Source: an optimization exercise on an open RTL-to-GDS flow (aim: small area). Production flows keep margins and buffers that such runs may drop.
No functional check of the RTL was part of any run shown here.
Power and IR drop assume default switching activity.

## design.v

```verilog
module ptc_decoder #(
    parameter integer W        = 32,    
    parameter integer SHORT_LO = 350,
    parameter integer SHORT_HI = 650,
    parameter integer LONG_LO  = 1050,
    parameter integer LONG_HI  = 1950,
    parameter integer SYNC_LO  = 2800,
    parameter integer SYNC_HI  = 5200,
    parameter integer KIND     = 0,     
    parameter integer VLONG    = 0,     
    parameter integer HASPAR   = 0,     
    parameter integer HASCONST = 0,     
    parameter integer REARM    = 0,     
    parameter integer N        = 13,    
    parameter integer KW       = 5      
) (
    input  wire         clk,
    input  wire         rst,
    input  wire         ev_ts,
    input  wire         ev_arg,
    input  wire [31:0]  ts,
    input  wire [31:0]  arg,
    input  wire         do_enable,
    input  wire         do_disable,
    input  wire         do_init,
    input  wire [7:0]   init_mm1,      
    input  wire         do_cbret,
    output reg          msg_stb,
    output wire [W-1:0] msg,
    output wire         recv_next
);
    localparam integer KIND_PW2 = 0;
    localparam integer KIND_PP  = 1;
    localparam integer KIND_VAR = 2;
    reg          en;
    reg          insync;
    reg [KW-1:0] k;
    reg          ph;
    reg          first;
    wire [W-1:0] cand;
    reg          px;
    wire [W-1:0] prev;
    reg  [7:0]   rep;
    reg  [7:0]   mm1;         
    reg          in_cb;
    wire [31:0]  ltn;         
    wire        ev  = ev_ts | ev_arg;
    wire        act = ev & en;
    wire [31:0] xn;
    wire        c_short, c_long, in_sync;
    ptc_stamp u_stamp (
        .clk(clk), .ts(ts), .arg(arg),
        .s_ts(ev_ts & !rst), .s_arg(!ev_ts & !rst), .ld(act | rst),
        .xn(xn), .ltn(ltn)
    );
    ptc_class #(
        .N(N), .SHORT_LO(SHORT_LO), .SHORT_HI(SHORT_HI), .LONG_LO(LONG_LO),
        .LONG_HI(LONG_HI), .SYNC_LO(SYNC_LO), .SYNC_HI(SYNC_HI)
    ) u_class (
        .xn(xn), .ltn(ltn), .c_short(c_short), .c_long(c_long), .c_sync(in_sync)
    );
    reg sym_more, sym_bit, sym_b;
    always @* begin
        case (KIND)
            KIND_PW2: begin
                sym_more = !ph && c_short;
                sym_bit  = ph && (c_short || c_long);
                sym_b    = c_long;
            end
            KIND_PP: begin
                sym_more = !ph && (c_short || c_long);
                sym_bit  = ph && (first ? c_short : c_long);
                sym_b    = first;
            end
            default: begin  
                sym_more = !ph && c_short;
                sym_bit  = ph ? c_short : c_long;
                sym_b    = ph ? (VLONG == 0) : (VLONG != 0);
            end
        endcase
    end
    genvar gi;
    wire [KW:0]   kc;
    wire [KW-1:0] k1;
    assign kc[0] = 1'b1;
    generate
        for (gi = 0; gi < KW; gi = gi + 1) begin : g_k
            assign k1[gi]   = k[gi] ^ kc[gi];
            assign kc[gi+1] = k[gi] & kc[gi];
        end
    endgenerate
    wire [W-1:0] sh_cand = {cand[W-2:0], sym_b};
    wire         bit_ok  = act && insync && sym_bit;
    wire         last    = (k == W - 1);
    wire         bad_cst = (HASCONST != 0) && (k == 8) && (sh_cand[2:0] != 3'b110);
    wire         valid   = bit_ok && last && ((HASPAR == 0) || !(px ^ sym_b));
    wire         match = (sh_cand == prev);
    wire         hit   = match ? (rep == mm1) : (mm1 == 8'd0);
    wire [8:0]   rc;
    wire [7:0]   rep1;
    assign rc[0] = 1'b1;
    generate
        for (gi = 0; gi < 8; gi = gi + 1) begin : g_rep
            assign rep1[gi]  = rep[gi] ^ rc[gi];
            assign rc[gi+1]  = rep[gi] & rc[gi];
        end
    endgenerate
    wire [7:0]   r1    = match ? rep1 : 8'd1;
    wire         disp  = valid && hit && !in_cb;
    reg e_insync;
    always @* begin
        e_insync = insync;
        if (act) begin
            if (!insync)
                e_insync = in_sync;
            else if (sym_more)
                e_insync = 1'b1;
            else if (sym_bit)
                e_insync = !bad_cst && (!last || (valid && REARM != 0));
            else
                e_insync = 1'b0;
        end
    end
    wire e_in_cb  = in_cb || disp;
    wire n_in_cb  = e_in_cb && !do_cbret;
    wire n_insync = e_insync && !do_enable && !do_init && !(do_cbret && e_in_cb);
    wire [KW-1:0] n_k = act ? (insync ? (sym_bit ? k1 : k) : {KW{1'b0}}) : k;
    assign recv_next = n_insync && (|n_k[KW-1:2]);
    always @(posedge clk) begin
        if (act) begin
            ph    <= insync && sym_more;
            first <= c_long;
            k     <= n_k;
            if (!insync)
                px <= 1'b0;
            else if (sym_bit)
                px <= !last && (px ^ sym_b);
        end
    end
    ptc_shift #(.W(W)) u_cand (.clk(clk), .en(act && sym_bit), .b(sym_b), .q(cand));
    ptc_load  #(.W(W)) u_prev (.clk(clk), .en(valid), .d(sh_cand), .q(prev));
    ptc_hold  #(.W(W)) u_msg  (.clk(clk), .ld(disp && !rst), .hold(!disp && !rst),
                               .d(sh_cand), .q(msg));
    always @(posedge clk) begin
        if (rst) begin
            en      <= 1'b0;
            insync  <= 1'b0;
            rep     <= 8'd0;
            mm1     <= 8'd1;
            in_cb   <= 1'b0;
            msg_stb <= 1'b0;
        end else begin
            insync  <= n_insync;
            in_cb   <= n_in_cb;
            msg_stb <= disp;
            if (do_enable || do_init)
                en <= 1'b1;
            else if (do_disable)
                en <= 1'b0;
            if (do_init) begin
                rep <= 8'd0;
                mm1 <= init_mm1;
            end else if (valid) begin
                rep <= hit ? 8'd0 : r1;
            end
        end
    end
endmodule
module ptc_stamp (
    input  wire        clk,
    input  wire [31:0] ts,
    input  wire [31:0] arg,
    input  wire        s_ts,
    input  wire        s_arg,
    input  wire        ld,
    output wire [31:0] xn,
    output reg  [31:0] ltn
);
    assign xn = ~((ts & {32{s_ts}}) | (arg & {32{s_arg}}));
    always @(posedge clk)
        if (ld)
            ltn <= xn;
endmodule
module ptc_class #(
    parameter integer N        = 13,
    parameter integer SHORT_LO = 350,
    parameter integer SHORT_HI = 650,
    parameter integer LONG_LO  = 1050,
    parameter integer LONG_HI  = 1950,
    parameter integer SYNC_LO  = 2800,
    parameter integer SYNC_HI  = 5200
) (
    input  wire [31:0] xn,
    input  wire [31:0] ltn,
    output wire        c_short,
    output wire        c_long,
    output wire        c_sync
);
    wire [31:0] x = ~xn;
    wire [31:0] p = x ^ ltn;
    wire [31:0] g = x & ltn;
    wire [N:0]  c;
    assign c[0] = 1'b1;
    genvar gi;
    generate
        for (gi = 0; gi < N; gi = gi + 1) begin : g_add
            assign c[gi+1] = g[gi] | (p[gi] & c[gi]);
        end
    endgenerate
    wire [N-1:0] d = p[N-1:0] ^ c[N-1:0];
    wire [31:N]  z = {g[30:N] | p[30:N], c[N]};
    wire hz = (p[31:N] == z);
    function automatic ge_c(input [N-1:0] v, input integer cst);
        integer i;
        reg r;
        begin
            r = 1'b1;
            for (i = 0; i < N; i = i + 1)
                r = ((cst >> i) & 1) ? (v[i] & r) : (v[i] | r);
            ge_c = r;
        end
    endfunction
    assign c_short = hz && ge_c(d, SHORT_LO) && !ge_c(d, SHORT_HI);
    assign c_long  = hz && ge_c(d, LONG_LO)  && !ge_c(d, LONG_HI);
    assign c_sync  = hz && ge_c(d, SYNC_LO)  && !ge_c(d, SYNC_HI);
endmodule
module ptc_shift #(
    parameter integer W = 32
) (
    input  wire         clk,
    input  wire         en,
    input  wire         b,
    output reg  [W-1:0] q
);
    always @(posedge clk)
        if (en)
            q <= {q[W-2:0], b};
endmodule
module ptc_load #(
    parameter integer W = 32
) (
    input  wire         clk,
    input  wire         en,
    input  wire [W-1:0] d,
    output reg  [W-1:0] q
);
    always @(posedge clk)
        if (en)
            q <= d;
endmodule
module ptc_hold #(
    parameter integer W = 32
) (
    input  wire         clk,
    input  wire         ld,
    input  wire         hold,
    input  wire [W-1:0] d,
    output reg  [W-1:0] q
);
    always @(posedge clk)
        q <= (d & {W{ld}}) | (q & {W{hold}});
endmodule
module ptc_rx (
    input  wire        clk,
    input  wire        rst,
    input  wire [4:0]  edge_stb,
    input  wire [31:0] ts,
    input  wire        ms_tick,
    input  wire        cmd_stb,
    input  wire [7:0]  cmd,
    input  wire [31:0] arg_a,
    output reg         res_stb,
    output reg         res,
    output wire [4:0]  msg_stb,
    output wire [31:0] msg_aur,
    output wire [31:0] msg_wt4,
    output wire [29:0] msg_liv,
    output wire [23:0] msg_kop,
    output wire [35:0] msg_quh
);
    localparam [3:0] OP_EDGE    = 4'd1;
    localparam [3:0] OP_ENABLE  = 4'd2;
    localparam [3:0] OP_DISABLE = 4'd3;
    localparam [3:0] OP_INIT    = 4'd4;
    localparam [3:0] OP_POLL    = 4'd5;
    localparam [3:0] OP_ISRECV  = 4'd6;
    localparam [3:0] OP_CBRET   = 4'd7;
    reg        isr_pend;
    reg [2:0]  isr_pid;
    reg [15:0] isr_left;
    wire [3:0] op  = cmd[7:4];
    wire [2:0] pid = cmd[2:0];
    wire cmd_ok = cmd_stb && !cmd[3] && !(pid[2] && (pid[1] || pid[0]));    
    wire cmd_acc = cmd_ok && (!isr_pend || op == OP_EDGE || op == OP_CBRET);
    wire [4:0] sel = 5'b00001 << pid;
    wire [4:0] c_edge    = (cmd_acc && op == OP_EDGE)    ? sel : 5'd0;
    wire [4:0] c_enable  = (cmd_acc && op == OP_ENABLE)  ? sel : 5'd0;
    wire [4:0] c_disable = (cmd_acc && op == OP_DISABLE) ? sel : 5'd0;
    wire [4:0] c_init    = (cmd_acc && op == OP_INIT)    ? sel : 5'd0;
    wire [4:0] c_cbret   = (cmd_acc && op == OP_CBRET)   ? sel : 5'd0;
    wire       c_poll    = cmd_acc && op == OP_POLL;
    wire       c_isrecv  = cmd_acc && op == OP_ISRECV;
    wire [4:0] ev_arg = c_edge & ~edge_stb;
    wire [4:0] recv_next;
    wire [8:0] mb;
    wire [7:0] init_mm1;
    assign mb[0] = |arg_a[7:0];
    genvar gi;
    generate
        for (gi = 0; gi < 8; gi = gi + 1) begin : g_mm1
            assign init_mm1[gi] = arg_a[gi] ^ mb[gi];
            assign mb[gi+1]     = !arg_a[gi] & mb[gi];
        end
    endgenerate
    wire [16:0] lb;
    wire [15:0] left1;
    assign lb[0] = 1'b1;
    generate
        for (gi = 0; gi < 16; gi = gi + 1) begin : g_left
            assign left1[gi] = isr_left[gi] ^ lb[gi];
            assign lb[gi+1]  = !isr_left[gi] & lb[gi];
        end
    endgenerate
    ptc_decoder #(
        .W(32), .SHORT_LO(350), .SHORT_HI(650), .LONG_LO(1050), .LONG_HI(1950),
        .SYNC_LO(2800), .SYNC_HI(5200), .KIND(0), .VLONG(0),
        .HASPAR(1), .HASCONST(0), .REARM(0), .N(13), .KW(5)
    ) u_aur (
        .clk(clk), .rst(rst), .ev_ts(edge_stb[0]), .ev_arg(ev_arg[0]), .ts(ts), .arg(arg_a),
        .do_enable(c_enable[0]), .do_disable(c_disable[0]), .do_init(c_init[0]),
        .init_mm1(init_mm1), .do_cbret(c_cbret[0]),
        .msg_stb(msg_stb[0]), .msg(msg_aur), .recv_next(recv_next[0])
    );
    ptc_decoder #(
        .W(32), .SHORT_LO(700), .SHORT_HI(1300), .LONG_LO(1400), .LONG_HI(2600),
        .SYNC_LO(700), .SYNC_HI(1300), .KIND(2), .VLONG(0),
        .HASPAR(1), .HASCONST(1), .REARM(1), .N(12), .KW(5)
    ) u_wt4 (
        .clk(clk), .rst(rst), .ev_ts(edge_stb[1]), .ev_arg(ev_arg[1]), .ts(ts), .arg(arg_a),
        .do_enable(c_enable[1]), .do_disable(c_disable[1]), .do_init(c_init[1]),
        .init_mm1(init_mm1), .do_cbret(c_cbret[1]),
        .msg_stb(msg_stb[1]), .msg(msg_wt4), .recv_next(recv_next[1])
    );
    ptc_decoder #(
        .W(30), .SHORT_LO(98), .SHORT_HI(182), .LONG_LO(294), .LONG_HI(546),
        .SYNC_LO(784), .SYNC_HI(1456), .KIND(2), .VLONG(1),
        .HASPAR(0), .HASCONST(0), .REARM(0), .N(11), .KW(5)
    ) u_liv (
        .clk(clk), .rst(rst), .ev_ts(edge_stb[2]), .ev_arg(ev_arg[2]), .ts(ts), .arg(arg_a),
        .do_enable(c_enable[2]), .do_disable(c_disable[2]), .do_init(c_init[2]),
        .init_mm1(init_mm1), .do_cbret(c_cbret[2]),
        .msg_stb(msg_stb[2]), .msg(msg_liv), .recv_next(recv_next[2])
    );
    ptc_decoder #(
        .W(24), .SHORT_LO(84), .SHORT_HI(156), .LONG_LO(252), .LONG_HI(468),
        .SYNC_LO(672), .SYNC_HI(1248), .KIND(1), .VLONG(0),
        .HASPAR(0), .HASCONST(0), .REARM(0), .N(11), .KW(5)
    ) u_kop (
        .clk(clk), .rst(rst), .ev_ts(edge_stb[3]), .ev_arg(ev_arg[3]), .ts(ts), .arg(arg_a),
        .do_enable(c_enable[3]), .do_disable(c_disable[3]), .do_init(c_init[3]),
        .init_mm1(init_mm1), .do_cbret(c_cbret[3]),
        .msg_stb(msg_stb[3]), .msg(msg_kop), .recv_next(recv_next[3])
    );
    ptc_decoder #(
        .W(36), .SHORT_LO(245), .SHORT_HI(451), .LONG_LO(900), .LONG_HI(1251),
        .SYNC_LO(1960), .SYNC_HI(3640), .KIND(0), .VLONG(0),
        .HASPAR(0), .HASCONST(0), .REARM(0), .N(12), .KW(6)
    ) u_quh (
        .clk(clk), .rst(rst), .ev_ts(edge_stb[4]), .ev_arg(ev_arg[4]), .ts(ts), .arg(arg_a),
        .do_enable(c_enable[4]), .do_disable(c_disable[4]), .do_init(c_init[4]),
        .init_mm1(init_mm1), .do_cbret(c_cbret[4]),
        .msg_stb(msg_stb[4]), .msg(msg_quh), .recv_next(recv_next[4])
    );
    wire poll_cmd = recv_next[pid];
    wire poll_isr = recv_next[isr_pid];
    always @(posedge clk) begin
        if (rst) begin
            res_stb  <= 1'b0;
            res      <= 1'b0;
            isr_pend <= 1'b0;
        end else begin
            res_stb <= 1'b0;
            if (c_poll) begin
                res_stb <= 1'b1;
                res     <= poll_cmd;
            end else if (c_isrecv) begin
                if (poll_cmd) begin
                    res_stb <= 1'b1;
                    res     <= 1'b1;
                end else begin
                    isr_pend <= 1'b1;
                    isr_pid  <= pid;
                    isr_left <= arg_a[15:0];
                end
            end else if (isr_pend) begin
                if (poll_isr) begin
                    res_stb  <= 1'b1;
                    res      <= 1'b1;
                    isr_pend <= 1'b0;
                end else if (ms_tick) begin
                    if (isr_left == 16'd0) begin
                        res_stb  <= 1'b1;
                        res      <= 1'b0;
                        isr_pend <= 1'b0;
                    end else begin
                        isr_left <= left1;
                    end
                end
            end
        end
    end
endmodule
```

## flow/run.sh

```bash
#!/bin/bash
# The standard layout, with the smallest buffer on each port instead of the
# default port buffer.
set -euo pipefail
export BUFFER_PORTS_ARGS="-buffer_cell sky130_fd_sc_hd__buf_1"
bash standard.sh > flow_make.log 2>&1
```

## standard.sh

```bash
#!/bin/bash
# synth_recipe.tcl (not shown) runs the flow's synth.tcl, then flattens the netlist and writes it again
# the make line also repeats each setting of config.mk as NAME=value (left out here)
make -C /OpenROAD-flow-scripts/flow DESIGN_CONFIG=/design/flow/config.mk WORK_HOME=/design/flow/orfs CLKGATE_MAP_FILE= SYNTH_SCRIPT=/design/flow/synth_recipe.tcl "${@:-finish}"
```

## config.mk

```make
export PLATFORM = sky130hd
export DESIGN_NAME = ptc_rx
export DESIGN_NICKNAME = ptc_rx
export VERILOG_FILES = /design/flow/design.v
export SDC_FILE = /design/flow/constraint.sdc
export NUM_CORES = 4
export LEC_CHECK = 0
export CAP_MARGIN = 20
export CORE_MARGIN = 2
export CORE_UTILIZATION = 40
export CTS_CLUSTER_DIAMETER = 100
export CTS_CLUSTER_SIZE = 30
export PLACE_DENSITY = 0.6
export SLEW_MARGIN = 20
export SYNTH_HIERARCHICAL = 1
```

## constraint.sdc

```tcl
create_clock -name core_clock -period 12.0 [get_ports {clk}]
set_input_delay 2.4000 -clock core_clock [delete_from_list [all_inputs] [get_ports {clk}]]
set_output_delay 2.4000 -clock core_clock [all_outputs]
set_load 0.01 [all_outputs]
```

==> run summary, run 1 <==
# TYPE chip_impl_metric gauge
chip_impl_info{name="timing.critical_path.to_type",value="flip-flop"} 1
chip_impl_metric{name="final_period_minus_worst_setup_slack",unit="ps"} 11340
chip_impl_info{name="worst-setup-path-type",value="input pin to flip-flop"} 1
chip_impl_metric{name="pwr_density_cell",unit="mW/mm²"} 128
chip_impl_info{name="cts_root_buf",value="clkbuf_16"} 1
chip_impl_info{name="layout_common_cells",value="516 x edfxtp_1, 257 x dfxtp_1, 240 x buf_1, 228 x inv_1, 171 x xnor2_1"} 1
chip_impl_metric{name="gp_routability_congestion",unit=""} 0.933
chip_impl_metric{name="crit_path_max_incr_delay",unit="ps"} 490
chip_impl_metric{name="final.setup_skew",unit="ps"} 39.4
chip_impl_info{name="final_common_cell",value="edfxtp_1"} 1
chip_impl_metric{name="vias",unit=""} 22263
chip_impl_metric{name="grt_pass1_wl",unit="µm"} 128000
chip_impl_metric{name="mappedNetlistArea",unit="mm²"} 0.0355
chip_impl_metric{name="ir_worst_vdd",unit="mV"} 0.0849
chip_impl_metric{name="totalNegativeSetupSlack",unit="ps"} 0
chip_impl_metric{name="drc_errors",unit=""} 0
chip_impl_metric{name="yosysWarningCount",unit=""} 30
chip_impl_metric{name="initialDrtViolationCount",unit=""} 1942
chip_impl_metric{name="pin_count_of_the_biggest_net_entering_global_routing",unit=""} 50
chip_impl_metric{name="clock_tree.htree_level_count",unit=""} 2
chip_impl_metric{name="post_cts.resized_instances",unit=""} 0
chip_impl_metric{name="numClockSinks",unit=""} 773
chip_impl_metric{name="p_total",unit="mW"} 4.99
chip_impl_metric{name="route.final.wire_length",unit="µm"} 84500
chip_impl_metric{name="finalHoldViolations",unit=""} 0
chip_impl_metric{name="die_ar",unit="mm²"} 0.0913
chip_impl_metric{name="power_leakage",unit="nW"} 14.0
chip_impl_metric{name="postLayoutCellArea",unit="mm²"} 0.0389
chip_impl_info{name="run_status",value="timing/DRC/antenna clean"} 1
chip_impl_metric{name="worst_setup_hold_path_clk_slew",unit="ps"} 110
chip_impl_metric{name="post-dp-hpwl",unit="µm"} 59800
chip_impl_metric{name="via_count_of_the_first_global_routing_pass",unit=""} 21713
chip_impl_metric{name="avgSynthCellArea",unit="µm²"} 13.1
chip_impl_metric{name="placed_cell_area",unit="mm²"} 0.0376
chip_impl_metric{name="seq_power_share",unit="%"} 57.8
chip_impl_metric{name="final_layout_size_suffix_gt1_share",unit="%"} 6.83
chip_impl_metric{name="global_route.overflow_total",unit=""} 0
chip_impl_metric{name="viasPerCell",unit=""} 5.38
chip_impl_metric{name="final_count_of_pins_violating_max_slew",unit=""} 0
chip_impl_metric{name="crit_arrival",unit="ps"} 11630
chip_impl_metric{name="placement_rows",unit=""} 109
chip_impl_metric{name="worst-slew-pin-transition",unit="ps"} 1060
chip_impl_metric{name="p_int",unit="mW"} 3.74
chip_impl_metric{name="fin_nets",unit=""} 3245
chip_impl_metric{name="worst_skew_pair.late_latency",unit="ps"} 610
chip_impl_info{name="class_of_the_most_critical_hold_timing_path",value="flip-flop to flip-flop"} 1
chip_impl_metric{name="wire_per_inst",unit="µm"} 20.4
chip_impl_metric{name="clock_network_power_share",unit="%"} 31.1
chip_impl_metric{name="drt_pass1_iterations",unit=""} 6
chip_impl_metric{name="drt_antenna_net_count",unit=""} 0
chip_impl_metric{name="finalSetupViolations",unit=""} 0
chip_impl_metric{name="post_cts_setup_buffers",unit=""} 0
chip_impl_metric{name="antenna_violations_before_repair",unit=""} 16
chip_impl_metric{name="io-pin-count",unit=""} 242
chip_impl_metric{name="maxCapViolCount",unit=""} 0
chip_impl_metric{name="place.detailed.instances",unit=""} 4071
chip_impl_info{name="critPathLaunchType",value="input pin"} 1
chip_impl_metric{name="core_area",unit="mm²"} 0.0882
chip_impl_metric{name="clockBufferDepth",unit=""} 3
chip_impl_metric{name="syn2layout_area_growth",unit="%"} 9.41
chip_impl_metric{name="fillCellCount",unit=""} 8014
chip_impl_metric{name="die_h",unit="µm"} 302
chip_impl_metric{name="stdcell_count",unit=""} 4141
chip_impl_info{name="cell_repeated_most_along_the_worst_path",value="fa_1"} 1
chip_impl_metric{name="switching_share",unit="%"} 25.1
chip_impl_metric{name="port-buffer-count",unit=""} 241
chip_impl_metric{name="p_switching",unit="mW"} 1.25
chip_impl_metric{name="comb_power_share",unit="%"} 11.0
chip_impl_info{name="cp_slowest_cell",value="nor3_1"} 1
chip_impl_metric{name="post_synth_inst_count",unit=""} 2717
chip_impl_metric{name="max-slew-margin-rel",unit="%"} 28.8
chip_impl_info{name="rsz_0062_raised_after_global_routing",value="no"} 1
chip_impl_metric{name="ctsHoldBuffers",unit=""} 0
chip_impl_metric{name="grt_usage",unit="%"} 18.0
chip_impl_metric{name="fmax",unit="MHz"} 88.2
chip_impl_info{name="cts_tree",value="done"} 1
chip_impl_metric{name="timing.critical_path.required",unit="ps"} 12290
chip_impl_metric{name="layout_worst_path_cycle_share",unit="%"} 94.5
chip_impl_metric{name="effective_utilization_at_floorplan",unit="%"} 40.3
chip_impl_metric{name="tritoncts.num_buffers",unit=""} 36
chip_impl_metric{name="timing.critical_path.fanout_max",unit=""} 16
chip_impl_metric{name="floorplan.die.width",unit="µm"} 302
critical path: cells and delay by family:
kind,cells,cell delay (ps)
AO/OA/AOI/OAI,7,1750
XOR/XNOR,1,170
adder cells (fa/ha/maj),12,4430
buffers and inverters,4,680
multiplexers,1,290
AND/OR/NAND/NOR,8,1850
power groups by stage:
| stage | Sequential (mW) | Combinational (mW) | Clock (mW) |
|---|---|---|---|
| 6_report | 2.89 | 0.550 | 1.55 |
| 5_1_grt | 2.89 | 0.604 | 1.70 |
| 4_1_cts | 2.89 | 0.548 | 1.61 |
| 3_5_place_dp | 2.95 | 0.544 | 0 |
| 3_3_place_gp | 2.95 | 0.525 | 0 |
| 2_1_floorplan | 2.94 | 0.392 | 0 |
per-stage QoR:
step | utilization (%) | hold slack, ps | setup slack, ps
after floorplan | - | 448 | 82.4
after CTS | 44.1 | 485 | 767
after detailed placement | 42.7 | 452 | 165
after global placement | 42.6 | 450 | 528
final | 44.1 | 477 | 657
after global routing | 44.1 | 494 | 154
layout make-up:
class / count / area (µm²) / share of cell area (%)
antenna: 4 / 10.0 / 0.0257
clock buffer: 47 / 995 / 2.56
clock inverter: 19 / 240 / 0.618
inverter: 228 / 857 / 2.20
multi-input combinational: 1621 / 13500 / 34.6
sequential: 773 / 20600 / 53.1
tap: 1165 / 1460 / 3.75
timing repair buffer: 284 / 1240 / 3.19
worst paths after layout:
kind                                   from                  endpoint  slack [ps]  depth (start not counted)
max                                     rst     isr_left[6]$_DFFE_PP_         660                         33
min                u_wt4.u_msg.q[6]$_DFF_P_  u_wt4.u_msg.q[6]$_DFF_P_         480                          1
max reg2reg  u_aur.u_stamp.ltn[0]$_DFFE_PP_     isr_left[6]$_DFFE_PP_        2760                         30
min reg2reg        u_wt4.u_msg.q[6]$_DFF_P_  u_wt4.u_msg.q[6]$_DFF_P_         480                          1
metal layers:
layer / track usage [%] / routed length, µm / vias to the layer above
met5: 0 / 122 / -
met4: 4.23 / 1770 / 18
met3: 3.35 / 5720 / 129
met2: 28.8 / 39200 / 660
met1: 25.4 / 37700 / 11007
li1: - / - / 10449
sequential cells by signal, summed over array words and instances, names as in the netlist, 16 cells and up:
name and cells:
u_kop.u_prev.q 24, u_liv.u_prev.q 30, u_wt4.u_prev.q 32, u_aur.u_msg.q 32
u_quh.u_msg.q 36, u_liv.u_cand.q 29, u_liv.u_msg.q 30, u_quh.u_prev.q 36
u_aur.u_prev.q 32, u_wt4.u_msg.q 32, u_aur.u_stamp.ltn 32, u_kop.u_cand.q 23
u_kop.u_msg.q 24, isr_left 16, u_wt4.u_stamp.ltn 32, u_kop.u_stamp.ltn 32
u_liv.u_stamp.ltn 32, u_aur.u_cand.q 31, u_quh.u_stamp.ltn 32, u_wt4.u_cand.q 31
u_quh.u_cand.q 35
==> run 2, diff against run 1 <==
--- a/design.v
+++ b/design.v
@@ -50,5 +50,6 @@
     wire        c_short, c_long, in_sync;
+    wire        st_ld = act | rst;
     ptc_stamp u_stamp (
         .clk(clk), .ts(ts), .arg(arg),
-        .s_ts(ev_ts & !rst), .s_arg(!ev_ts & !rst), .ld(act | rst),
+        .s_ts(ev_ts & !rst), .s_arg(!ev_ts & !rst), .ld(st_ld), .hold(!st_ld),
         .xn(xn), .ltn(ltn)
@@ -139,4 +140,5 @@
     end
-    ptc_shift #(.W(W)) u_cand (.clk(clk), .en(act && sym_bit), .b(sym_b), .q(cand));
-    ptc_load  #(.W(W)) u_prev (.clk(clk), .en(valid), .d(sh_cand), .q(prev));
+    wire c_sh = act && sym_bit;
+    ptc_shift #(.W(W)) u_cand (.clk(clk), .ld(c_sh), .hold(!c_sh), .b(sym_b), .q(cand));
+    ptc_hold  #(.W(W)) u_prev (.clk(clk), .ld(valid), .hold(!valid), .d(sh_cand), .q(prev));
     ptc_hold  #(.W(W)) u_msg  (.clk(clk), .ld(disp && !rst), .hold(!disp && !rst),
@@ -175,2 +177,3 @@
     input  wire        ld,
+    input  wire        hold,
     output wire [31:0] xn,
@@ -180,4 +183,3 @@
     always @(posedge clk)
-        if (ld)
-            ltn <= xn;
+        ltn <= (xn & {32{ld}}) | (ltn & {32{hold}});
 endmodule
@@ -230,3 +232,4 @@
     input  wire         clk,
-    input  wire         en,
+    input  wire         ld,
+    input  wire         hold,
     input  wire         b,
@@ -235,16 +238,3 @@
     always @(posedge clk)
-        if (en)
-            q <= {q[W-2:0], b};
-endmodule
-module ptc_load #(
-    parameter integer W = 32
-) (
-    input  wire         clk,
-    input  wire         en,
-    input  wire [W-1:0] d,
-    output reg  [W-1:0] q
-);
-    always @(posedge clk)
-        if (en)
-            q <= d;
+        q <= ({q[W-2:0], b} & {W{ld}}) | (q & {W{hold}});
 endmodule
@@ -289,3 +279,3 @@
     reg [2:0]  isr_pid;
-    reg [15:0] isr_left;
+    reg [15:0] isr_leftn;    
     wire [3:0] op  = cmd[7:4];
@@ -314,9 +304,9 @@
     endgenerate
-    wire [16:0] lb;
-    wire [15:0] left1;
-    assign lb[0] = 1'b1;
+    wire [16:0] lc;
+    wire [15:0] leftn1;
+    assign lc[0] = 1'b1;
     generate
         for (gi = 0; gi < 16; gi = gi + 1) begin : g_left
-            assign left1[gi] = isr_left[gi] ^ lb[gi];
-            assign lb[gi+1]  = !isr_left[gi] & lb[gi];
+            assign leftn1[gi] = isr_leftn[gi] ^ lc[gi];
+            assign lc[gi+1]   = isr_leftn[gi] & lc[gi];
         end
@@ -392,3 +382,3 @@
                     isr_pid  <= pid;
-                    isr_left <= arg_a[15:0];
+                    isr_leftn <= ~arg_a[15:0];
                 end
@@ -400,3 +390,3 @@
                 end else if (ms_tick) begin
-                    if (isr_left == 16'd0) begin
+                    if (&isr_leftn) begin
                         res_stb  <= 1'b1;
@@ -405,3 +395,3 @@
                     end else begin
-                        isr_left <= left1;
+                        isr_leftn <= leftn1;
                     end
==> flow/run.sh (replaced) <==
#!/bin/bash
# The standard layout, with the smallest buffer on each port instead of the
# default port buffer, and the synthesis buffers removed at floorplan so that
# repair_design buffers only what the placed design needs.
set -euo pipefail
export BUFFER_PORTS_ARGS="-buffer_cell sky130_fd_sc_hd__buf_1"
export REMOVE_ABC_BUFFERS=1
bash standard.sh > flow_make.log 2>&1
--- a/config.mk
+++ b/config.mk
@@ -10,4 +10,4 @@
 export CORE_UTILIZATION = 40
-export CTS_CLUSTER_DIAMETER = 100
-export CTS_CLUSTER_SIZE = 30
+export CTS_CLUSTER_DIAMETER = 60
+export CTS_CLUSTER_SIZE = 20
 export PLACE_DENSITY = 0.6
==> run 2 against run 1 <==
Still clean. Non-clock buffer count up 7. Worst hold slack worse by 9.3 ps. Power up 15%. Clock skew down 9.9 ps. Global-route usage up 1.9 points. Routed wire length up 11%. Via count up 17%. Sequential cell count unchanged. Synthesized area up 0.35%.
==> run summary, run 2 <==
# TYPE chip_impl_metric gauge
chip_impl_metric{name="drt_pass1_iterations",unit=""} 6
chip_impl_metric{name="worst_setup_hold_path_clk_slew",unit="ps"} 70
chip_impl_metric{name="power_leakage",unit="nW"} 16.7
chip_impl_info{name="class_of_the_most_critical_hold_timing_path",value="flip-flop to flip-flop"} 1
chip_impl_metric{name="gp_routability_congestion",unit=""} 0.935
chip_impl_metric{name="route.final.wire_length",unit="µm"} 93900
chip_impl_metric{name="final_count_of_pins_violating_max_slew",unit=""} 0
chip_impl_metric{name="floorplan.die.width",unit="µm"} 303
chip_impl_metric{name="clock_tree.htree_level_count",unit=""} 3
chip_impl_metric{name="maxCapViolCount",unit=""} 0
chip_impl_metric{name="numClockSinks",unit=""} 773
chip_impl_metric{name="drt_antenna_net_count",unit=""} 0
chip_impl_metric{name="fillCellCount",unit=""} 8454
chip_impl_metric{name="post_synth_inst_count",unit=""} 3283
chip_impl_metric{name="final.setup_skew",unit="ps"} 29.4
chip_impl_info{name="worst-setup-path-type",value="input pin to flip-flop"} 1
chip_impl_info{name="run_status",value="timing/DRC/antenna clean"} 1
chip_impl_metric{name="use_met1",unit="%"} 27.5
chip_impl_metric{name="mappedNetlistArea",unit="mm²"} 0.0357
chip_impl_info{name="cp_slowest_cell",value="or4b_4"} 1
chip_impl_metric{name="final_period_minus_worst_setup_slack",unit="ps"} 10970
chip_impl_metric{name="die_h",unit="µm"} 303
chip_impl_metric{name="avgSynthCellArea",unit="µm²"} 10.9
chip_impl_info{name="layout_common_cells",value="720 x dfxtp_1, 590 x a22o_1, 240 x buf_1, 216 x inv_1, 168 x ha_1"} 1
chip_impl_metric{name="crit_buf_inv",unit=""} 3
chip_impl_metric{name="io-pin-count",unit=""} 242
chip_impl_metric{name="drc_errors",unit=""} 0
chip_impl_metric{name="tritoncts.num_buffers",unit=""} 72
chip_impl_metric{name="yosysWarningCount",unit=""} 26
chip_impl_metric{name="crit_arrival",unit="ps"} 11280
chip_impl_metric{name="max-slew-margin-rel",unit="%"} 26.0
chip_impl_metric{name="worst_skew_pair.late_latency",unit="ps"} 640
chip_impl_metric{name="port-buffer-count",unit=""} 241
chip_impl_metric{name="placement_rows",unit=""} 109
chip_impl_metric{name="die_ar",unit="mm²"} 0.0916
chip_impl_metric{name="core_area",unit="mm²"} 0.0884
chip_impl_metric{name="post_cts.resized_instances",unit=""} 0
chip_impl_metric{name="viasPerCell",unit=""} 5.55
chip_impl_metric{name="wire_per_inst",unit="µm"} 20.0
chip_impl_info{name="cts_tree",value="done"} 1
chip_impl_metric{name="effective_utilization_at_floorplan",unit="%"} 40.4
chip_impl_info{name="rsz_0062_raised_after_global_routing",value="no"} 1
chip_impl_metric{name="timing.critical_path.required",unit="ps"} 12310
chip_impl_metric{name="grt_usage",unit="%"} 19.9
chip_impl_metric{name="ctsHoldBuffers",unit=""} 0
chip_impl_info{name="grt-busiest-layer",value="met2"} 1
chip_impl_metric{name="layout_worst_path_cycle_share",unit="%"} 91.5
chip_impl_metric{name="grt_pass1_wl",unit="µm"} 144000
chip_impl_metric{name="met3_usage",unit="%"} 4.04
chip_impl_metric{name="crit_path_max_incr_delay",unit="ps"} 480
chip_impl_metric{name="final_layout_size_suffix_gt1_share",unit="%"} 8.77
chip_impl_metric{name="worst-slew-pin-transition",unit="ps"} 1110
chip_impl_metric{name="clockBufferDepth",unit=""} 3
chip_impl_info{name="timing.critical_path.to_type",value="flip-flop"} 1
chip_impl_metric{name="syn2layout_area_growth",unit="%"} 11.1
chip_impl_metric{name="vias",unit=""} 25996
chip_impl_info{name="final_common_cell",value="dfxtp_1"} 1
chip_impl_metric{name="pwr_density_cell",unit="mW/mm²"} 145
chip_impl_info{name="critPathLaunchType",value="input pin"} 1
chip_impl_metric{name="totalNegativeSetupSlack",unit="ps"} 0
chip_impl_metric{name="post-dp-hpwl",unit="µm"} 64100
chip_impl_metric{name="ir_worst_vdd",unit="mV"} 0.109
chip_impl_metric{name="fmax",unit="MHz"} 91.1
chip_impl_info{name="cts_root_buf",value="clkbuf_16"} 1
chip_impl_metric{name="global_route.overflow_total",unit=""} 0
chip_impl_metric{name="initialDrtViolationCount",unit=""} 1783
chip_impl_metric{name="finalSetupViolations",unit=""} 0
chip_impl_metric{name="antenna-diode-count",unit=""} 0
chip_impl_info{name="cell_repeated_most_along_the_worst_path",value="fa_1"} 1
chip_impl_metric{name="globalRouteMet2Util",unit="%"} 30.7
chip_impl_metric{name="fin_nets",unit=""} 3767
chip_impl_metric{name="post_cts_setup_buffers",unit=""} 0
chip_impl_metric{name="pre_cts_ws",unit="ps"} 439
chip_impl_metric{name="pin_count_of_the_biggest_net_entering_global_routing",unit=""} 59
chip_impl_metric{name="post-route-worst-setup-slack",unit="ps"} 1030
chip_impl_metric{name="via_count_of_the_first_global_routing_pass",unit=""} 24668
chip_impl_info{name="cp_top_family",value="adder cells"} 1
chip_impl_metric{name="antenna_violations_before_repair",unit=""} 3
chip_impl_metric{name="finalHoldViolations",unit=""} 0
chip_impl_metric{name="timing.critical_path.fanout_max",unit=""} 31
chip_impl_info{name="reg.largest.list",value="u_quh.u_msg.q x36, u_quh.u_prev.q x36, u_quh.u_cand.q x35"} 1
## run 2: final timing paths
kind / from / endpoint / slack (ps) / depth (start not counted)
max reg2reg: u_wt4.u_stamp.ltn[1]$_DFF_P_ / isr_leftn[1]$_DFFE_PP_ / 3240 / 27
max: edge_stb[1] / isr_leftn[1]$_DFFE_PP_ / 1030 / 31
min: u_wt4.u_msg.q[24]$_DFF_P_ / u_wt4.u_msg.q[24]$_DFF_P_ / 470 / 1
min reg2reg: u_wt4.u_msg.q[24]$_DFF_P_ / u_wt4.u_msg.q[24]$_DFF_P_ / 470 / 1
## run 2: area by class of cell
type / count / area, µm² / share of cell area, %
Multi-Input combinational cell: 2107 / 17500 / 44.3
Sequential cell: 773 / 16000 / 40.4
Clock buffer: 79 / 1870 / 4.72
Tap cell: 1165 / 1460 / 3.68
Timing Repair Buffer: 291 / 1310 / 3.30
Inverter: 221 / 830 / 2.09
Clock inverter: 52 / 618 / 1.56
## run 2: power by group
group / total, mW / leakage [nW] / internal, mW / switching (mW)
Clock: 2.40 / 1.21 / 1.23 / 1.17
Combinational: 0.664 / 9.14 / 0.282 / 0.382
Sequential: 2.68 / 6.36 / 2.65 / 0.0337
## run 2: per-layer routing
metal	vias up	part of all wire, %
met3	195	6.8
met5	-	0.21
li1	12484	-
met2	758	44
met4	10	3.7
met1	12549	45
## run 2: through the flow
stage | hold slack (ps) | cells | cell area [µm²] | util (%) | power [mW]
floorplan | 418 | 3101 | 34300 | - | 3.20
CTS | 473 | 4686 | 39600 | 44.8 | 5.80
detailed placement | 452 | 4555 | 37100 | 42.0 | 3.39
global route | 486 | 4688 | 39600 | 44.8 | 5.98
finish | 468 | 4688 | 39600 | 44.8 | 5.75
global placement | 451 | 4555 | 37100 | 42.0 | 3.38
==> run 3, diff against run 2 <==
--- a/config.mk
+++ b/config.mk
@@ -10,4 +10,5 @@
 export CORE_UTILIZATION = 40
-export CTS_CLUSTER_DIAMETER = 60
-export CTS_CLUSTER_SIZE = 20
+export CTS_BUF_LIST = sky130_fd_sc_hd__clkbuf_8
+export CTS_CLUSTER_DIAMETER = 50
+export CTS_CLUSTER_SIZE = 16
 export PLACE_DENSITY = 0.6
==> run 3 against run 2 <==
Still clean on timing, DRC and antenna. Clock power decreased by 12%. Non-clock buffer count did not move. Maximum frequency increased by 0.83%. Setup slack improved by 91 ps. Register-to-register slack about the same. Sequential share of layout area grew 0.32 points. Global-route usage about the same. Highest routed layer unchanged.
==> run summary, run 3 <==
# TYPE chip_impl_metric gauge
chip_impl_info{name="run_status",value="timing/DRC/antenna clean"} 1
chip_impl_metric{name="holdWs",unit="ps"} 470
chip_impl_metric{name="initialDrtViolationCount",unit=""} 1858
chip_impl_info{name="worstSetupStartpoint",value="edge_stb[1]"} 1
chip_impl_info{name="final_common_cell",value="dfxtp_1"} 1
chip_impl_info{name="cell_repeated_most_along_the_worst_path",value="fa_1"} 1
chip_impl_metric{name="comb_power_share",unit="%"} 12.2
chip_impl_metric{name="final_count_of_pins_violating_max_slew",unit=""} 0
chip_impl_metric{name="placement_rows",unit=""} 109
chip_impl_metric{name="ir_worst_vdd",unit="mV"} 0.0806
chip_impl_info{name="cts_root_buf",value="clkbuf_8"} 1
chip_impl_metric{name="numClockSinks",unit=""} 773
chip_impl_metric{name="antenna_violations_before_repair",unit=""} 4
chip_impl_metric{name="port-buffer-count",unit=""} 241
chip_impl_metric{name="post_synth_inst_count",unit=""} 3283
chip_impl_metric{name="drt_pass1_iterations",unit=""} 6
chip_impl_metric{name="finalHoldViolations",unit=""} 0
chip_impl_info{name="worst-setup-path-type",value="input pin to flip-flop"} 1
chip_impl_metric{name="pre_cts_ws",unit="ps"} 439
chip_impl_metric{name="stdcell_count",unit=""} 4736
chip_impl_metric{name="post_cts.resized_instances",unit=""} 0
chip_impl_metric{name="timing.critical_path.required",unit="ps"} 12430
chip_impl_info{name="rsz_0062_raised_after_global_routing",value="no"} 1
chip_impl_metric{name="yosysWarningCount",unit=""} 26
chip_impl_metric{name="drc_errors",unit=""} 0
chip_impl_metric{name="crit_path_max_incr_delay",unit="ps"} 480
chip_impl_metric{name="totalNegativeSetupSlack",unit="ps"} 0
chip_impl_info{name="layout_common_cells",value="720 x dfxtp_1, 590 x a22o_1, 240 x buf_1, 220 x inv_1, 168 x ha_1"} 1
chip_impl_info{name="timing.critical_path.to_type",value="flip-flop"} 1
chip_impl_metric{name="clock_tree.htree_level_count",unit=""} 3
chip_impl_metric{name="final.setup_skew",unit="ps"} 65.9
chip_impl_metric{name="syn2layout_area_growth",unit="%"} 10.2
chip_impl_metric{name="maxCapViolCount",unit=""} 0
chip_impl_metric{name="switching_share",unit="%"} 29.0
chip_impl_metric{name="post-route-worst-setup-slack",unit="ps"} 1120
chip_impl_info{name="worst_r2r_startpoint",value="u_wt4.u_stamp.ltn[1]$_DFF_P_"} 1
chip_impl_metric{name="avgSynthCellArea",unit="µm²"} 10.9
chip_impl_info{name="cp_slowest_cell",value="or4b_4"} 1
chip_impl_metric{name="final_layout_size_suffix_gt1_share",unit="%"} 9.78
chip_impl_metric{name="clock_network_power_share",unit="%"} 38.7
chip_impl_metric{name="grt_pass1_wl",unit="µm"} 144000
chip_impl_metric{name="finalSetupViolations",unit=""} 0
chip_impl_info{name="r2r-end",value="isr_leftn[3]$_DFFE_PP_"} 1
chip_impl_metric{name="floorplan.die.width",unit="µm"} 303
chip_impl_info{name="critPathLaunchType",value="input pin"} 1
chip_impl_metric{name="worst-slew-pin-transition",unit="ps"} 1080
chip_impl_metric{name="mappedNetlistArea",unit="mm²"} 0.0357
chip_impl_metric{name="crit_arrival",unit="ps"} 11320
chip_impl_info{name="reg.largest.list",value="u_quh.u_msg.q x36, u_quh.u_prev.q x36, u_quh.u_cand.q x35"} 1
chip_impl_metric{name="layout_worst_path_cycle_share",unit="%"} 90.7
chip_impl_metric{name="route.final.wire_length",unit="µm"} 94000
chip_impl_metric{name="fillCellCount",unit=""} 8546
chip_impl_metric{name="die_h",unit="µm"} 303
chip_impl_metric{name="place.detailed.instances",unit=""} 4555
chip_impl_metric{name="io-pin-count",unit=""} 242
chip_impl_metric{name="vias",unit=""} 26058
chip_impl_info{name="class_of_the_most_critical_hold_timing_path",value="flip-flop to flip-flop"} 1
chip_impl_metric{name="drt_antenna_net_count",unit=""} 0
chip_impl_metric{name="via_count_of_the_first_global_routing_pass",unit=""} 24932
chip_impl_metric{name="final_util",unit="%"} 44.5
chip_impl_metric{name="p_switching",unit="mW"} 1.58
chip_impl_metric{name="power_leakage",unit="nW"} 16.6
chip_impl_metric{name="p_total",unit="mW"} 5.46
chip_impl_metric{name="pin_count_of_the_biggest_net_entering_global_routing",unit=""} 59
chip_impl_metric{name="reg2reg_slack",unit="ps"} 3230
chip_impl_metric{name="grt_usage",unit="%"} 19.9
chip_impl_metric{name="pwr_density_cell",unit="mW/mm²"} 139
chip_impl_metric{name="worst_setup_hold_path_clk_slew",unit="ps"} 80
chip_impl_metric{name="post-dp-hpwl",unit="µm"} 64100
chip_impl_info{name="cts_tree",value="done"} 1
chip_impl_metric{name="wire_per_inst",unit="µm"} 19.8
chip_impl_metric{name="core_area",unit="mm²"} 0.0884
chip_impl_metric{name="tritoncts.num_buffers",unit=""} 94
chip_impl_metric{name="timing.critical_path.fanout_max",unit=""} 31
chip_impl_metric{name="die_ar",unit="mm²"} 0.0916
chip_impl_metric{name="p_int",unit="mW"} 3.88
chip_impl_metric{name="r2r_cells",unit=""} 27
chip_impl_metric{name="post_cts_setup_buffers",unit=""} 0
chip_impl_metric{name="worst_skew_pair.late_latency",unit="ps"} 760
chip_impl_metric{name="gp_routability_congestion",unit=""} 0.935
chip_impl_metric{name="fin_nets",unit=""} 3789
chip_impl_metric{name="fmax",unit="MHz"} 91.9
chip_impl_metric{name="seq_power_share",unit="%"} 49.1
chip_impl_metric{name="postLayoutCellArea",unit="mm²"} 0.0393
chip_impl_metric{name="viasPerCell",unit=""} 5.50
chip_impl_metric{name="max-slew-margin-rel",unit="%"} 28.1
chip_impl_metric{name="global_route.overflow_total",unit=""} 0
chip_impl_metric{name="placed_cell_area",unit="mm²"} 0.0371
chip_impl_metric{name="ctsHoldBuffers",unit=""} 0
chip_impl_info{name="critPathCapture",value="isr_leftn[3]$_DFFE_PP_"} 1
chip_impl_metric{name="final_period_minus_worst_setup_slack",unit="ps"} 10880
chip_impl_metric{name="clockBufferDepth",unit=""} 3
chip_impl_metric{name="effective_utilization_at_floorplan",unit="%"} 40.4
run 3: how the worst min path moves through the flow:
stage	endpoint	startpoint	depth (start not counted)
floorplan	u_liv.msg_stb$_SDFF_PP0_	u_liv.in_cb$_SDFF_PP0_	1
detailed placement	u_wt4.u_msg.q[12]$_DFF_P_	u_wt4.u_msg.q[12]$_DFF_P_	1
finish	u_liv.u_msg.q[25]$_DFF_P_	u_liv.u_msg.q[25]$_DFF_P_	1
global placement	u_quh.u_msg.q[8]$_DFF_P_	u_quh.u_msg.q[8]$_DFF_P_	1
CTS	u_liv.u_msg.q[25]$_DFF_P_	u_liv.u_msg.q[25]$_DFF_P_	1
global route	u_aur.u_msg.q[2]$_DFF_P_	u_aur.u_msg.q[2]$_DFF_P_	1
run 3: metal layers:
metal	vias to the layer above	wire, µm	GRT usage [%]
li1	12544	-	-
met4	8	3020	7.15
met1	12561	42800	27.2
met2	747	41500	30.7
met5	-	158	0.983
met3	198	6480	4.65
run 3: area by class of cell:
class	count	area [µm²]	area share (%)
timing repair buffer	291	1310	3.33
sequential	773	16000	40.7
antenna	3	7.51	0.0191
clock inverter	77	806	2.05
inverter	221	830	2.11
multi-input combinational	2107	17500	44.6
clock buffer	99	1360	3.47
tap	1165	1460	3.71
run 3: power by group through the flow:
| stage | Sequential [mW] | Clock, mW | Combinational [mW] |
|---|---|---|---|
| 2_1_floorplan | 2.73 | 0 | 0.468 |
| 3_3_place_gp | 2.74 | 0 | 0.646 |
| 3_5_place_dp | 2.74 | 0 | 0.652 |
| 4_1_cts | 2.68 | 2.18 | 0.657 |
| 5_1_grt | 2.69 | 2.29 | 0.729 |
| 6_report | 2.68 | 2.11 | 0.665 |
run 3: worst max-delay path: cells and delay by family:
kind / cells / cell delay [ps]
AOI/OAI and AO/OA: 4 / 770
muxes: 3 / 700
and+or+nand+nor: 10 / 2630
buffers and inverters: 3 / 710
adders and majority gates: 10 / 3920
xor gates and xnor gates: 1 / 170
==> run 4, diff against run 3 <==
--- a/design.v
+++ b/design.v
@@ -41,2 +41,3 @@
     reg          px;
+    reg          pm;          
     wire [W-1:0] prev;
@@ -97,3 +98,4 @@
     wire         valid   = bit_ok && last && ((HASPAR == 0) || !(px ^ sym_b));
-    wire         match = (sh_cand == prev);
+    wire         bmatch = (sym_b == cand[W-1]);
+    wire         match  = pm && bmatch;
     wire         hit   = match ? (rep == mm1) : (mm1 == 8'd0);
@@ -134,10 +136,15 @@
             k     <= n_k;
-            if (!insync)
+            if (!insync) begin
                 px <= 1'b0;
-            else if (sym_bit)
+                pm <= 1'b1;
+            end else if (sym_bit) begin
                 px <= !last && (px ^ sym_b);
+                pm <= last || (pm && bmatch);
+            end
         end
     end
-    wire c_sh = act && sym_bit;
-    ptc_shift #(.W(W)) u_cand (.clk(clk), .ld(c_sh), .hold(!c_sh), .b(sym_b), .q(cand));
+    wire c_sh = act && insync && sym_bit;
+    wire c_pl = act && !insync;
+    ptc_cand #(.W(W)) u_cand (.clk(clk), .pl(c_pl), .sh(c_sh), .hold(!c_sh && !c_pl),
+                              .p(prev), .b(sym_b), .q(cand));
     ptc_hold  #(.W(W)) u_prev (.clk(clk), .ld(valid), .hold(!valid), .d(sh_cand), .q(prev));
@@ -228,3 +235,3 @@
 endmodule
-module ptc_shift #(
+module ptc_cand #(
     parameter integer W = 32
@@ -232,4 +239,6 @@
     input  wire         clk,
-    input  wire         ld,
+    input  wire         pl,
+    input  wire         sh,
     input  wire         hold,
+    input  wire [W-1:0] p,
     input  wire         b,
@@ -238,3 +247,3 @@
     always @(posedge clk)
-        q <= ({q[W-2:0], b} & {W{ld}}) | (q & {W{hold}});
+        q <= (p & {W{pl}}) | ({q[W-2:0], b} & {W{sh}}) | (q & {W{hold}});
 endmodule
--- a/config.mk
+++ b/config.mk
@@ -9,7 +9,6 @@
 export CORE_MARGIN = 2
-export CORE_UTILIZATION = 40
-export CTS_BUF_LIST = sky130_fd_sc_hd__clkbuf_8
-export CTS_CLUSTER_DIAMETER = 50
-export CTS_CLUSTER_SIZE = 16
-export PLACE_DENSITY = 0.6
+export CORE_UTILIZATION = 65
+export CTS_CLUSTER_DIAMETER = 100
+export CTS_CLUSTER_SIZE = 30
+export PLACE_DENSITY = 0.75
 export SLEW_MARGIN = 20
==> run 4 against run 3 <==
Clock power down 32%. Synthesized cell count up 0.12%. Critical path depth unchanged. Die area down 39%. Combinational power down 2%. Sequential share of layout area up 3.0 points. Core utilization up 25 points. Synthesized area down 1.1%. Via count up 3.2%. Clock-buffer cell count down 54. Routed wire length down 8.0%. Critical path type unchanged.
==> run summary, run 4 <==
# TYPE chip_impl_metric gauge
chip_impl_info{name="run_status",value="timing/DRC/antenna clean"} 1
chip_impl_metric{name="netlist.area_leader.share",unit="%"} 41.2
chip_impl_info{name="cts_root_buf",value="clkbuf_16"} 1
chip_impl_metric{name="worst_skew_pair.late_latency",unit="ps"} 600
chip_impl_metric{name="floorplan.die.width",unit="µm"} 237
chip_impl_info{name="cp_top_family",value="adder cells"} 1
chip_impl_metric{name="totalNegativeSetupSlack",unit="ps"} 0
chip_impl_metric{name="yosys_reg_bits",unit=""} 783
chip_impl_metric{name="synth.distinct_cells",unit=""} 100
chip_impl_metric{name="finalSetupViolations",unit=""} 0
chip_impl_metric{name="power_leakage",unit="nW"} 16.1
chip_impl_metric{name="via_count_of_the_first_global_routing_pass",unit=""} 25711
chip_impl_metric{name="worst-slew-pin-transition",unit="ps"} 1090
chip_impl_metric{name="worst_setup_hold_path_clk_slew",unit="ps"} 110
chip_impl_metric{name="grt_pass1_wl",unit="µm"} 138000
chip_impl_metric{name="clock_tree.htree_level_count",unit=""} 2
chip_impl_info{name="cell_repeated_most_along_the_worst_path",value="fa_1"} 1
chip_impl_metric{name="gp_routability_congestion",unit=""} 0.991
chip_impl_metric{name="maxCapViolCount",unit=""} 0
chip_impl_metric{name="grt_usage",unit="%"} 29.9
chip_impl_metric{name="timing.critical_path.required",unit="ps"} 12280
chip_impl_metric{name="port-buffer-count",unit=""} 241
chip_impl_metric{name="holdWs",unit="ps"} 477
chip_impl_metric{name="pwr_density_cell",unit="mW/mm²"} 129
chip_impl_metric{name="layout_worst_path_cycle_share",unit="%"} 91.5
chip_impl_metric{name="die_ar",unit="mm²"} 0.0561
chip_impl_metric{name="drt_antenna_net_count",unit=""} 0
chip_impl_metric{name="mappedNetlistArea",unit="mm²"} 0.0353
chip_impl_info{name="class_of_the_most_critical_hold_timing_path",value="flip-flop to flip-flop"} 1
chip_impl_metric{name="fmax",unit="MHz"} 91.1
chip_impl_metric{name="post_synth_inst_count",unit=""} 3287
chip_impl_info{name="ys.flop_type",value="dfxtp_1"} 1
chip_impl_metric{name="vias",unit=""} 26884
chip_impl_info{name="synth_top_cells_by_count",value="725 x dfxtp_1, 446 x a22o_1, 380 x inv_1, 168 x ha_1, 167 x a22oi_1"} 1
chip_impl_metric{name="finalHoldViolations",unit=""} 0
chip_impl_metric{name="final_count_of_pins_violating_max_slew",unit=""} 0
chip_impl_metric{name="syn2layout_area_growth",unit="%"} 5.59
chip_impl_metric{name="ir_worst_vdd",unit="mV"} 0.101
chip_impl_metric{name="antenna_violations_before_repair",unit=""} 22
chip_impl_metric{name="synth_async_sr_flop_share",unit="%"} 0
chip_impl_metric{name="pre_cts_ws",unit="ps"} 454
chip_impl_metric{name="yosysWarningCount",unit=""} 26
chip_impl_info{name="reg.largest.list",value="u_quh.u_cand.q x36, u_quh.u_msg.q x36, u_quh.u_prev.q x36"} 1
chip_impl_metric{name="global_route.overflow_total",unit=""} 0
chip_impl_metric{name="core_area",unit="mm²"} 0.0537
chip_impl_metric{name="placement_rows",unit=""} 85
chip_impl_metric{name="io-pin-count",unit=""} 242
chip_impl_info{name="timing.critical_path.to_type",value="flip-flop"} 1
chip_impl_info{name="synthDominantAreaCellType",value="dfxtp_1"} 1
chip_impl_metric{name="final_util",unit="%"} 69.3
chip_impl_metric{name="drt_pass1_iterations",unit=""} 10
chip_impl_info{name="worst-setup-path-type",value="input pin to flip-flop"} 1
chip_impl_metric{name="ctsHoldBuffers",unit=""} 0
chip_impl_metric{name="post_cts_setup_buffers",unit=""} 0
chip_impl_metric{name="final_period_minus_worst_setup_slack",unit="ps"} 10980
chip_impl_metric{name="viasPerCell",unit=""} 6.50
chip_impl_metric{name="final.setup_skew",unit="ps"} 19.5
chip_impl_metric{name="synth_edf_count",unit=""} 58
chip_impl_info{name="critPathLaunchType",value="input pin"} 1
chip_impl_metric{name="clockBufferDepth",unit=""} 3
chip_impl_info{name="cts_tree",value="done"} 1
chip_impl_metric{name="max-slew-margin-rel",unit="%"} 27.0
chip_impl_info{name="layout_common_cells",value="725 x dfxtp_1, 446 x a22o_1, 380 x inv_1, 240 x buf_1, 168 x ha_1"} 1
chip_impl_info{name="synthTopCellsByArea",value="dfxtp_1 41%, a22o_1 11%, ha_1 6.0%"} 1
chip_impl_info{name="synthMostInstantiatedCell",value="dfxtp_1"} 1
chip_impl_metric{name="crit_arrival",unit="ps"} 11260
chip_impl_info{name="final_common_cell",value="dfxtp_1"} 1
chip_impl_metric{name="initialDrtViolationCount",unit=""} 2864
chip_impl_metric{name="fin_nets",unit=""} 3716
chip_impl_metric{name="route.final.wire_length",unit="µm"} 86400
chip_impl_metric{name="die_h",unit="µm"} 237
chip_impl_metric{name="crit_buf_inv",unit=""} 5
chip_impl_metric{name="effective_utilization_at_floorplan",unit="%"} 65.7
chip_impl_metric{name="post_cts.resized_instances",unit=""} 0
chip_impl_metric{name="post-route-worst-setup-slack",unit="ps"} 1020
chip_impl_metric{name="crit_path_max_incr_delay",unit="ps"} 640
chip_impl_info{name="rsz_0062_raised_after_global_routing",value="no"} 1
chip_impl_metric{name="wire_per_inst",unit="µm"} 20.9
chip_impl_metric{name="avgSynthCellArea",unit="µm²"} 10.7
chip_impl_metric{name="post-dp-hpwl",unit="µm"} 59500
chip_impl_metric{name="timing.critical_path.fanout_max",unit=""} 16
chip_impl_metric{name="stdcell_count",unit=""} 4135
chip_impl_metric{name="pin_count_of_the_biggest_net_entering_global_routing",unit=""} 46
chip_impl_metric{name="drc_errors",unit=""} 0
chip_impl_metric{name="tritoncts.num_buffers",unit=""} 34
chip_impl_metric{name="numClockSinks",unit=""} 783
chip_impl_info{name="cp_slowest_cell",value="nor4_2"} 1
chip_impl_metric{name="place.detailed.instances",unit=""} 4073
chip_impl_metric{name="final_layout_size_suffix_gt1_share",unit="%"} 6.38
chip_impl_metric{name="synth-seq-area-share",unit="%"} 46.1
==> run 4: logic make-up after synthesis <==
family | Yosys count | synth area share, %
buffers and inverters | 589 | 8.27
multiplexers | 48 | 1.40
AO/OA/AOI/OAI | 995 | 23.7
XOR/XNOR | 157 | 3.96
flip-flops | 783 | 46.1
AND/OR/NAND/NOR | 495 | 7.67
adder cells (fa/ha/maj) | 220 | 8.91
==> run 4: path summary, 6_finish.rpt <==
check	from	end	depth (start not counted)	slack [ps]
setup reg to reg	u_aur.u_stamp.ltn[0]$_DFF_P_	isr_leftn[9]$_DFFE_PP_	28	3100
hold / removal	u_aur.u_msg.q[17]$_DFF_P_	u_aur.u_msg.q[17]$_DFF_P_	1	480
hold reg to reg	u_aur.u_msg.q[17]$_DFF_P_	u_aur.u_msg.q[17]$_DFF_P_	1	480
setup / recovery	rst	isr_leftn[9]$_DFFE_PP_	31	1020
==> run 4: power breakdown <==
| part | internal, mW | switching [mW] | leakage [nW] |
|---|---|---|---|
| logic | 0.282 | 0.368 | 9.15 |
| registers | 2.68 | 0.0359 | 6.44 |
| clock network | 0.594 | 0.844 | 0.519 |
| total | 3.56 | 1.25 | 16.1 |
==> run 4: final cells by class <==
cell class              instances  area [µm²]
multi-input cells            1915       16200
fillers                      4166       16500
well taps                     696         871
clock inverters                 8        97.6
flip-flops and latches        783       16300
diodes                          7        17.5
inverters                     385        1450
clock buffers                  45         966
repair buffers                296        1350
==> run 4: modules after synthesis, one instance, submodules excluded, a selection <==
module	cells	area, µm²	times used	flops+latches
ptc_rx	186	1650	1	22
ptc_stamp	108	1210	5	32
==> run 4: per-layer routing <==
metal	GRT usage [%]	up-vias	wire length, µm
met1	40.1	13266	37100
met4	8.96	30	2210
li1	-	12463	-
met3	6.48	180	6430
met5	1.39	-	204
met2	48.6	945	40500
==> run 4: through the flow <==
stage | cell area, µm² | power, mW
finish | 37200 | 4.81
global route | 37200 | 5.00
CTS | 37200 | 4.83
detailed placement | 36100 | 3.42
global placement | 36100 | 3.39
floorplan | 33800 | 3.24
==> run 5, diff against run 4 <==
--- a/config.mk
+++ b/config.mk
@@ -9,6 +9,6 @@
 export CORE_MARGIN = 2
-export CORE_UTILIZATION = 65
+export CORE_UTILIZATION = 50
 export CTS_CLUSTER_DIAMETER = 100
 export CTS_CLUSTER_SIZE = 30
-export PLACE_DENSITY = 0.75
+export PLACE_DENSITY = 0.65
 export SLEW_MARGIN = 20
==> run 5 against run 4 <==
Synthesized area is the same. Die area increased by 29%. Clock-buffer cell count shrank 5. Clock skew grew 5.3 ps. Non-clock buffer count fell by 1. Sequential power is essentially flat. Clock power rose by 6%. Worst hold slack about the same. Cell count up 6.0%. Register-to-register slack lost 100 ps. Critical endpoint is now isr_leftn[3]$_DFFE_PP_. Largest power group unchanged.
==> run summary, run 5 <==
# TYPE chip_impl_metric gauge
chip_impl_info{name="run_status",value="timing/DRC/antenna clean"} 1
chip_impl_info{name="min_from",value="u_liv.u_msg.q[10]$_DFF_P_"} 1
chip_impl_info{name="worstSetupStartpoint",value="rst"} 1
chip_impl_metric{name="multi_input_area",unit="mm²"} 0.0162
chip_impl_metric{name="wire_per_inst",unit="µm"} 20.2
chip_impl_metric{name="tritoncts.num_buffers",unit=""} 37
chip_impl_metric{name="drt_pass1_iterations",unit=""} 8
chip_impl_metric{name="yosys_reg_bits",unit=""} 783
chip_impl_metric{name="p_total",unit="mW"} 4.89
chip_impl_metric{name="syn2layout_area_growth",unit="%"} 6.69
chip_impl_info{name="cts_root_buf",value="clkbuf_16"} 1
chip_impl_metric{name="post_cts_setup_buffers",unit=""} 0
chip_impl_metric{name="post-dp-hpwl",unit="µm"} 60800
chip_impl_metric{name="drt_antenna_net_count",unit=""} 0
chip_impl_metric{name="die_ar",unit="mm²"} 0.0727
chip_impl_metric{name="yosysWarningCount",unit=""} 26
chip_impl_metric{name="worst_setup_hold_path_clk_slew",unit="ps"} 110
chip_impl_metric{name="fin_nets",unit=""} 3718
chip_impl_metric{name="route.final.wire_length",unit="µm"} 88400
chip_impl_metric{name="finalHoldViolations",unit=""} 0
chip_impl_metric{name="gp_routability_congestion",unit=""} 0.957
chip_impl_metric{name="maxCapViolCount",unit=""} 0
chip_impl_metric{name="ctsHoldBuffers",unit=""} 0
chip_impl_metric{name="pre_cts_ws",unit="ps"} 242
chip_impl_metric{name="post_cts.resized_instances",unit=""} 0
chip_impl_metric{name="port-buffer-count",unit=""} 241
chip_impl_metric{name="vias",unit=""} 26559
chip_impl_metric{name="final_layout_size_suffix_gt1_share",unit="%"} 6.70
chip_impl_metric{name="synth.distinct_cells",unit=""} 100
chip_impl_metric{name="grt_pass1_wl",unit="µm"} 140000
chip_impl_metric{name="global_route.overflow_total",unit=""} 0
chip_impl_metric{name="layout_worst_path_cycle_share",unit="%"} 93.6
chip_impl_info{name="cp_top_family",value="adder cells"} 1
chip_impl_info{name="cell_repeated_most_along_the_worst_path",value="fa_1"} 1
-- run 5: changes by cell type in the layout (fill, tap and decap cells not counted), moves of 2 or more --
cell / change
nor3_2: +2
clkinv_8: +5
clkbuf_1: -5
diode_2: +2
clkinvlp_4: +2
-- run 5: Yosys stat by module (local to each module, per instance), excerpt --
module	copies in the design	cell area (µm²)	cells inside
ptc_rx	1	1650	186
ptc_stamp	5	1210	108
-- run 5: cells by family (layout without fill, tap and decap cells) --
kind of cell               after synthesis  in the layout  synth area share, %
AOI/OAI and AO/OA                      995            995                 23.7
xor gates and xnor gates               157            157                 3.96
adders and majority gates              220            220                 8.91
buffers and inverters                  589            737                 8.27
DFF                                    783            783                 46.1
muxes                                   48             48                 1.40
other                                    0              9                    0
and+or+nand+nor                        495            495                 7.67
-- run 5: area by class of cell --
cell class	count	area share, %
sequential	783	43.2
multi-input combinational	1915	43.1
inverter	385	3.85
timing repair buffer	295	3.51
tap	940	3.13
clock buffer	40	2.52
clock inverter	17	0.592
antenna	9	0.0599
-- run 5: final timing paths --
check | to | slack, ps | cells past startpoint
min reg2reg | u_liv.u_msg.q[10]$_DFF_P_ | 480 | 1
min | u_liv.u_msg.q[10]$_DFF_P_ | 480 | 1
max reg2reg | isr_leftn[3]$_DFFE_PP_ | 3000 | 28
max | isr_leftn[3]$_DFFE_PP_ | 770 | 31
-- run 5: report_power, final --
part / leakage (nW) / internal (mW) / switching [mW]
Sequential: 6.44 / 2.68 / 0.0352
Combinational: 9.12 / 0.281 / 0.369
Clock: 0.561 / 0.611 / 0.913
-- run 5: metrics by stage --
stage / hold WS, ps / cells / cell area, µm² / util (%)
after floorplan: 434 / 3083 / 33800 / -
after global placement: 444 / 4317 / 36400 / 52.1
after detailed placement: 450 / 4317 / 36400 / 52.1
after CTS: 477 / 4374 / 37600 / 53.7
after global routing: 491 / 4377 / 37600 / 53.8
final: 477 / 4384 / 37600 / 53.8
-- run 5: metal layers --
layer	global-route usage, %	wire, µm	vias up
met5	0	186	-
met4	6.45	2050	30
met3	5.54	6950	138
met2	37.4	40700	830
met1	31.7	38500	13089
li1	-	-	12472

separate check: timing with driven ports:
Ports are ideal in the flow. The routed layouts listed here were re-timed in OpenROAD.
Step 1, drivers: a clkbuf_16 drives clk and a buf_2 each remaining input, both assumed.
Step 2 times the ports against the registers' clock, not the clock port: input delays grow and output delays shrink by t, the midpoint of the rising clock arrivals with the driver on.
Slacks: no drivers / after step 1 / after step 2; pairs: no drivers / after step 1.
run | t, ns | setup WS [ns] | latest minus earliest clock arrival (ns) | worst slew at a driven data input, ns
run 1 | 0.661 | 0.657 / 0.687 / 0.026 | 0.044 / 0.044 | 0.14
run 2 | 0.690 | 1.025 / 1.030 / 0.340 | 0.030 / 0.030 | 0.15
run 3 | 0.796 | 1.116 / 1.122 / 0.326 | 0.066 / 0.066 | 0.16
run 4 | 0.649 | 1.021 / 1.014 / 0.366 | 0.023 / 0.023 | 0.13
run 5 | 0.653 | 0.767 / 0.718 / 0.065 | 0.027 / 0.027 | 0.15
After both steps every run listed still meets setup and hold. For run 3, which loses most, drivers alone change the setup slack by +0.006 ns; drivers and shift together by -0.790 ns.
